From an optimization exercise on the open Yosys and OpenROAD flow, aimed at small area, a short achievable clock period and few clock cycles per item; shortcuts taken in it are not production practice.

==> run a <==
==> flow/design.v <==
module qrow_decoder (
    input  wire         clk,
    input  wire         rst_n,
    input  wire         in_valid,
    output wire         in_ready,
    input  wire [127:0] in_bits,
    input  wire [7:0]   in_avail,
    output reg          out_valid,
    input  wire         out_ready,
    output wire         out_err,
    output wire [6:0]   out_len,
    output wire         out_is_last,
    output wire         out_is_neighbor,
    output wire [7:0]   out_qrow,
    output wire [15:0]  out_hitmap,
    output wire [63:0]  out_tot
);
    genvar g;
    wire        is_nb = in_bits[126];
    wire [29:0] v;
    generate
        for (g = 0; g < 30; g = g + 1) begin : g_v
            assign v[g] = is_nb ? in_bits[125 - g] : in_bits[117 - g];
        end
    endgenerate
    wire [7:0]  px0, px1;
    wire [3:0]  q0, q1;
    qrow_decoder_quadrow u_r0 (.b(v[15:2]), .px(px0), .l(q0));
    wire [3:0]  l0 = v[0] ? q0 : 4'd0;
    wire [13:0] b1 = v[29:2] >> l0;
    qrow_decoder_quadrow u_r1 (.b(b1), .px(px1), .l(q1));
    wire [3:0]  l1 = v[1] ? q1 : 4'd0;
    wire [15:0] hm = {v[1] ? px1 : 8'd0, v[0] ? px0 : 8'd0};
    wire [4:0]  a   = {1'b0, !is_nb, 3'd0} + l0;
    wire [3:0]  hc0 = ((hm[0] + hm[1]) + (hm[2] + hm[3])) + ((hm[4] + hm[5]) + (hm[6] + hm[7]));
    wire [8:0]  rm  = {1'b0, in_avail} - 9'd4 - a - {hc0, 2'b00};
    reg [103:0] rb;          
    reg [8:0]   rroom;       
    reg [15:0]  h;           
    reg [4:0]   ra;          
    reg [3:0]   rl1;         
    assign in_ready = !out_valid || out_ready;
    wire load = in_valid && (!out_valid || out_ready);
    always @(posedge clk) begin
        if (!rst_n)
            out_valid <= 1'b0;
        else
            out_valid <= in_valid || (out_valid && !out_ready);
    end
    integer i;
    always @(posedge clk) begin
        if (load) begin
            for (i = 0; i < 104; i = i + 1)
                rb[i] <= in_bits[127 - i];
            rroom <= rm;
            h     <= hm;
            ra    <= a;
            rl1   <= l1;
        end
    end
    wire [5:0]  sh = ra + rl1;
    wire [94:0] ta = {rb[98:72], sh[5] ? rb[103:36] : rb[71:4]};
    wire [78:0] tb = sh[4] ? ta[94:16] : ta[78:0];
    wire [70:0] tc = sh[3] ? tb[78:8]  : tb[70:0];
    wire [66:0] td = sh[2] ? tc[70:4]  : tc[66:0];
    wire [64:0] te = sh[1] ? td[66:2]  : td[64:0];
    wire [63:0] t  = sh[0] ? te[64:1]  : te[63:0];
    wire [3:0]  c0 = ((h[0] + h[1]) + (h[2] + h[3])) + ((h[4] + h[5]) + (h[6] + h[7]));
    wire [3:0]  c1 = ((h[8] + h[9]) + (h[10] + h[11])) + ((h[12] + h[13]) + (h[14] + h[15]));
    wire [5:0]  need = {c1, 2'b00} + rl1;
    wire        ok   = !rroom[8] && ({2'b00, need} <= rroom[7:0]);
    wire [4:0]  c    = {1'b0, c0} + c1;
    wire [6:0]  len  = sh + {c, 2'b00} + 7'd4;
    wire [15:0] hit = ok ? h : 16'd0;
    assign out_err         = !ok;
    assign out_len         = ok ? len : 7'd0;
    assign out_is_last     = ok & rb[0];
    assign out_is_neighbor = ok & rb[1];
    assign out_qrow        = (ok & !rb[1]) ? {rb[2], rb[3], rb[4], rb[5], rb[6], rb[7], rb[8], rb[9]} : 8'd0;
    assign out_hitmap      = hit;
    wire [31:0] rr [0:1];
    assign rr[0] = t[31:0];
    assign rr[1] = t[63:0] >> {c0, 2'b00};
    wire [63:0] n;                   
    generate
        for (g = 0; g < 2; g = g + 1) begin : g_row
            wire [7:0]  m   = h[8*g +: 8];
            wire [2:0]  cq  = (m[0] + m[1]) + (m[2] + m[3]);
            wire [15:0] q0  = rr[g][15:0];
            wire [15:0] q1  = rr[g][31:0] >> {cq, 2'b00};
            wire [31:0] qq  = {q1, q0};
            genvar hq;
            for (hq = 0; hq < 2; hq = hq + 1) begin : g_quad
                wire [3:0]  mq = m[4*hq +: 4];
                wire [15:0] s  = qq[16*hq +: 16];
                wire [7:0]  p0 = s[7:0];
                wire [7:0]  p1 = (mq[0] & mq[1]) ? s[15:8] : (mq[0] | mq[1]) ? s[11:4] : s[7:0];
                wire [15:0] pp = {p1, p0};
                genvar e;
                for (e = 0; e < 2; e = e + 1) begin : g_pair
                    wire [7:0] u = pp[8*e +: 8];
                    wire       a = mq[2*e];
                    assign n[32*g + 16*hq + 8*e +: 4]     = u[3:0];
                    assign n[32*g + 16*hq + 8*e + 4 +: 4] = a ? u[7:4] : u[3:0];
                end
            end
        end
        for (g = 0; g < 16; g = g + 1) begin : g_tot
            assign out_tot[4*g + 3] = hit[g] & n[4*g + 0];
            assign out_tot[4*g + 2] = hit[g] & n[4*g + 1];
            assign out_tot[4*g + 1] = hit[g] & n[4*g + 2];
            assign out_tot[4*g + 0] = hit[g] & n[4*g + 3];
        end
    endgenerate
endmodule
module qrow_decoder_quadrow (
    input  wire [13:0] b,
    output wire [7:0]  px,
    output wire [3:0]  l
);
    wire [15:0] bb = {2'b00, b};
    reg  [15:0] p [1:7];     
    reg  [1:0]  m [1:6];     
    integer j, k;
    always @* begin
        for (k = 1; k <= 7; k = k + 1) p[k] = 16'd0;
        p[1][2] = 1'b1;
        for (k = 1; k < 7; k = k + 1)
            for (j = 3; j < 16; j = j + 1)
                p[k+1][j] = (p[k][j-1] & ~bb[j-1]) | (p[k][j-2] & bb[j-2]);
        for (k = 1; k <= 6; k = k + 1) begin
            m[k][1] = |(p[k] & bb);
            m[k][0] = ~m[k][1] | |(p[k][14:0] & bb[15:1]);
        end
    end
    wire       qa = b[0], qb = b[1];
    wire [1:0] pa = qa ? m[1] : 2'b00;
    wire [1:0] pb = qb ? (qa ? m[2] : m[1]) : 2'b00;
    wire [3:0] pr = {pb[0], pb[1], pa[0], pa[1]};     
    reg  [7:0]  sel;
    reg  [7:0]  x;
    reg  [15:0] pe;
    integer t, i;
    always @* begin
        sel = 8'd0;
        sel[1] = ~qa & ~qb; sel[2] = qa ^ qb; sel[3] = qa & qb;
        x = 8'd0;
        for (t = 0; t < 4; t = t + 1) begin
            for (i = 1; i <= 6; i = i + 1) begin
                x[2*t]     = x[2*t]     | (pr[t] & sel[i] & m[i][1]);
                x[2*t + 1] = x[2*t + 1] | (pr[t] & sel[i] & m[i][0]);
            end
            if (pr[t]) sel = {sel[6:0], 1'b0};
        end
        pe = 16'd0;
        for (i = 1; i <= 7; i = i + 1)
            if (sel[i]) pe = pe | p[i];
    end
    assign px = x;
    assign l = {|pe[15:8],
                |{pe[15:12], pe[7:4]},
                |{pe[15:14], pe[11:10], pe[7:6], pe[3:2]},
                |{pe[15], pe[13], pe[11], pe[9], pe[7], pe[5], pe[3], pe[1]}};
endmodule
==> flow/flow/run.sh <==
#!/bin/bash
# The standard layout, with plain port buffers and setup repair aimed
# well inside the clock period (the clock and constraints are unchanged).
set -euo pipefail
bash standard.sh "SETUP_SLACK_MARGIN=18" "BUFFER_PORTS_ARGS=-buffer_cell sky130_fd_sc_hd__buf_2" finish > make_flow.log 2>&1
==> flow/standard.sh <==
#!/bin/bash
# synth_recipe.tcl (not shown) runs the flow's synth.tcl, then flattens the netlist and writes it again
# the make line also repeats each setting of config.mk as NAME=value (left out here)
make -C /OpenROAD-flow-scripts/flow DESIGN_CONFIG=/design/flow/config.mk WORK_HOME=/design/flow/orfs CLKGATE_MAP_FILE= SYNTH_SCRIPT=/design/flow/synth_recipe.tcl "${@:-finish}"
==> flow/config.mk <==
export PLATFORM = sky130hd
export DESIGN_NAME = qrow_decoder
export DESIGN_NICKNAME = qrow_decoder
export VERILOG_FILES = /design/flow/design.v
export SDC_FILE = /design/flow/constraint.sdc
export NUM_CORES = 4
export LEC_CHECK = 0
export CAP_MARGIN = 20
export CORE_MARGIN = 2
export CORE_UTILIZATION = 30
export PLACE_DENSITY = 0.35
export SETUP_SLACK_MARGIN = 0.3
export SLEW_MARGIN = 20
==> flow/constraint.sdc <==
create_clock -name core_clock -period 32.0 [get_ports {clk}]
set_input_delay 6.4000 -clock core_clock [delete_from_list [all_inputs] [get_ports {clk}]]
set_output_delay 6.4000 -clock core_clock [all_outputs]
set_load 0.01 [all_outputs]
==> inputs of run b, as changes to run a <==
==> flow/design.v, changed modules only <==
module qrow_decoder (
    input  wire         clk,
    input  wire         rst_n,
    input  wire         in_valid,
    output wire         in_ready,
    input  wire [127:0] in_bits,
    input  wire [7:0]   in_avail,
    output reg          out_valid,
    input  wire         out_ready,
    output wire         out_err,
    output wire [6:0]   out_len,
    output wire         out_is_last,
    output wire         out_is_neighbor,
    output wire [7:0]   out_qrow,
    output wire [15:0]  out_hitmap,
    output wire [63:0]  out_tot
);
    genvar g;
    wire        is_nb = in_bits[126];
    wire [29:0] v;
    generate
        for (g = 0; g < 30; g = g + 1) begin : g_v
            assign v[g] = is_nb ? in_bits[125 - g] : in_bits[117 - g];
        end
    endgenerate
    wire [7:0]  px0, px1;
    wire [3:0]  q0, q1;
    qrow_decoder_quadrow u_r0 (.b(v[15:2]), .px(px0), .l(q0));
    wire [3:0]  l0 = v[0] ? q0 : 4'd0;
    wire [13:0] b1 = v[29:2] >> l0;
    qrow_decoder_quadrow u_r1 (.b(b1), .px(px1), .l(q1));
    wire [3:0]  l1 = v[1] ? q1 : 4'd0;
    wire [15:0] hm = {v[1] ? px1 : 8'd0, v[0] ? px0 : 8'd0};
    reg [103:0] rb;          
    reg [7:0]   ra;          
    reg [15:0]  h;           
    reg [3:0]   rl0, rl1;    
    assign in_ready = !out_valid || out_ready;
    wire load = in_valid && (!out_valid || out_ready);
    always @(posedge clk) begin
        if (!rst_n)
            out_valid <= 1'b0;
        else
            out_valid <= in_valid || (out_valid && !out_ready);
    end
    integer i;
    always @(posedge clk) begin
        if (load) begin
            for (i = 0; i < 104; i = i + 1)
                rb[i] <= in_bits[127 - i];
            ra  <= in_avail;
            h   <= hm;
            rl0 <= l0;
            rl1 <= l1;
        end
    end
    wire [5:0]  sh = {2'b00, !rb[1], 3'd0} + rl0 + rl1;
    wire [94:0] ta = {rb[98:72], sh[5] ? rb[103:36] : rb[71:4]};
    wire [78:0] tb = sh[4] ? ta[94:16] : ta[78:0];
    wire [70:0] tc = sh[3] ? tb[78:8]  : tb[70:0];
    wire [66:0] td = sh[2] ? tc[70:4]  : tc[66:0];
    wire [64:0] te = sh[1] ? td[66:2]  : td[64:0];
    wire [63:0] t  = sh[0] ? te[64:1]  : te[63:0];
    wire [2:0]  ca = (h[0] + h[1]) + (h[2] + h[3]);
    wire [2:0]  cb = (h[4] + h[5]) + (h[6] + h[7]);
    wire [2:0]  cc = (h[8] + h[9]) + (h[10] + h[11]);
    wire [2:0]  cd = (h[12] + h[13]) + (h[14] + h[15]);
    wire [3:0]  c0 = ca + cb;
    wire [4:0]  c  = c0 + (cc + cd);
    wire [6:0]  len = sh + {c, 2'b00} + 7'd4;
    wire        ok  = !(len > ra);
    wire [15:0] hit = ok ? h : 16'd0;
    assign out_err         = !ok;
    assign out_len         = ok ? len : 7'd0;
    assign out_is_last     = ok & rb[0];
    assign out_is_neighbor = ok & rb[1];
    assign out_qrow        = (ok & !rb[1]) ? {rb[2], rb[3], rb[4], rb[5], rb[6], rb[7], rb[8], rb[9]} : 8'd0;
    assign out_hitmap      = hit;
    wire [31:0] rr [0:1];
    assign rr[0] = t[31:0];
    assign rr[1] = t[63:0] >> {c0, 2'b00};
    wire [63:0] n;                   
    generate
        for (g = 0; g < 2; g = g + 1) begin : g_row
            wire [7:0]  m   = h[8*g +: 8];
            wire [2:0]  cq  = (m[0] + m[1]) + (m[2] + m[3]);
            wire [15:0] q0  = rr[g][15:0];
            wire [15:0] q1  = rr[g][31:0] >> {cq, 2'b00};
            wire [31:0] qq  = {q1, q0};
            genvar hq;
            for (hq = 0; hq < 2; hq = hq + 1) begin : g_quad
                wire [3:0]  mq = m[4*hq +: 4];
                wire [15:0] s  = qq[16*hq +: 16];
                wire [7:0]  p0 = s[7:0];
                wire [7:0]  p1 = (mq[0] & mq[1]) ? s[15:8] : (mq[0] | mq[1]) ? s[11:4] : s[7:0];
                wire [15:0] pp = {p1, p0};
                genvar e;
                for (e = 0; e < 2; e = e + 1) begin : g_pair
                    wire [7:0] u = pp[8*e +: 8];
                    wire       a = mq[2*e];
                    assign n[32*g + 16*hq + 8*e +: 4]     = u[3:0];
                    assign n[32*g + 16*hq + 8*e + 4 +: 4] = a ? u[7:4] : u[3:0];
                end
            end
        end
        for (g = 0; g < 16; g = g + 1) begin : g_tot
            assign out_tot[4*g + 3] = hit[g] & n[4*g + 0];
            assign out_tot[4*g + 2] = hit[g] & n[4*g + 1];
            assign out_tot[4*g + 1] = hit[g] & n[4*g + 2];
            assign out_tot[4*g + 0] = hit[g] & n[4*g + 3];
        end
    endgenerate
endmodule
ABC_AREA = 1   (was not set)
==> qor summary <==
Status: run b complete, no violations; run a complete, no violations
Crit path from: run b h[1]; run a rl1[0]
Largest stage delay on the critical path: run b 0.70 ns; run a 0.62 ns
Vertical extent of the die: run b 257.2 um; run a 280.1 um
Final WS setup: run b 18.20 ns; run a 18.22 ns
Multi-input gate share of the layout cell area: run b 0.6096; run a 0.6846
Number of placed cells counting well taps: run b 4238; run a 3675
Most common cell after layout, fill and taps aside: run b sky130_fd_sc_hd__nand2_1; run a sky130_fd_sc_hd__mux2i_1
Critical path fanouts, max: run b 16; run a 70
Final hold slack: run b 0.5649 ns; run a 0.5499 ns
Crit path buffers/inverters: run b 6; run a 5
Average via count per standard cell: run b 5.257; run a 6.259
Filler cell count in the final layout: run b 7240; run a 7899
Critical path destination: run b out_tot[14]; run a out_tot[60]
Share of the core filled with cells in the final layout: run b 0.3469; run a 0.3396
Effective utilization at floorplan: run b 0.3043; run a 0.3021
Function was not checked in any run of this note: the RTL went through the layout flow alone.

==> static timing again, ports no longer ideal <==
How much do the figures lean on ideal ports? The routed layouts below were timed once more, with nothing changed but the port constraints. Step 1 assumes that a clkbuf_16 drives the clock port and a buf_2 every other input. Step 2 times the ports against the registers' clock, not the clock port: input delays grow and output delays shrink by t, the midpoint of the rising clock arrivals with the driver on. a / b / c = ideal / step 1 / step 2; a / b = the first two.
| run | shift t [ns] | setup slack, ns | hold WS [ns] | slew at the worst register clock pin (ns) |
|---|---|---|---|---|
| run a | 0.526 | 18.224 / 18.168 / 17.902 | 0.550 / 0.550 / 0.550 | 0.08 / 0.08 |
| run b | 0.528 | 18.197 / 18.135 / 18.663 | 0.565 / 0.565 / 0.565 | 0.09 / 0.09 |
After both steps setup and hold are still met in every run listed. The setup slack of run a, which loses most, moves by -0.056 ns with the drivers and by -0.322 ns with both steps.
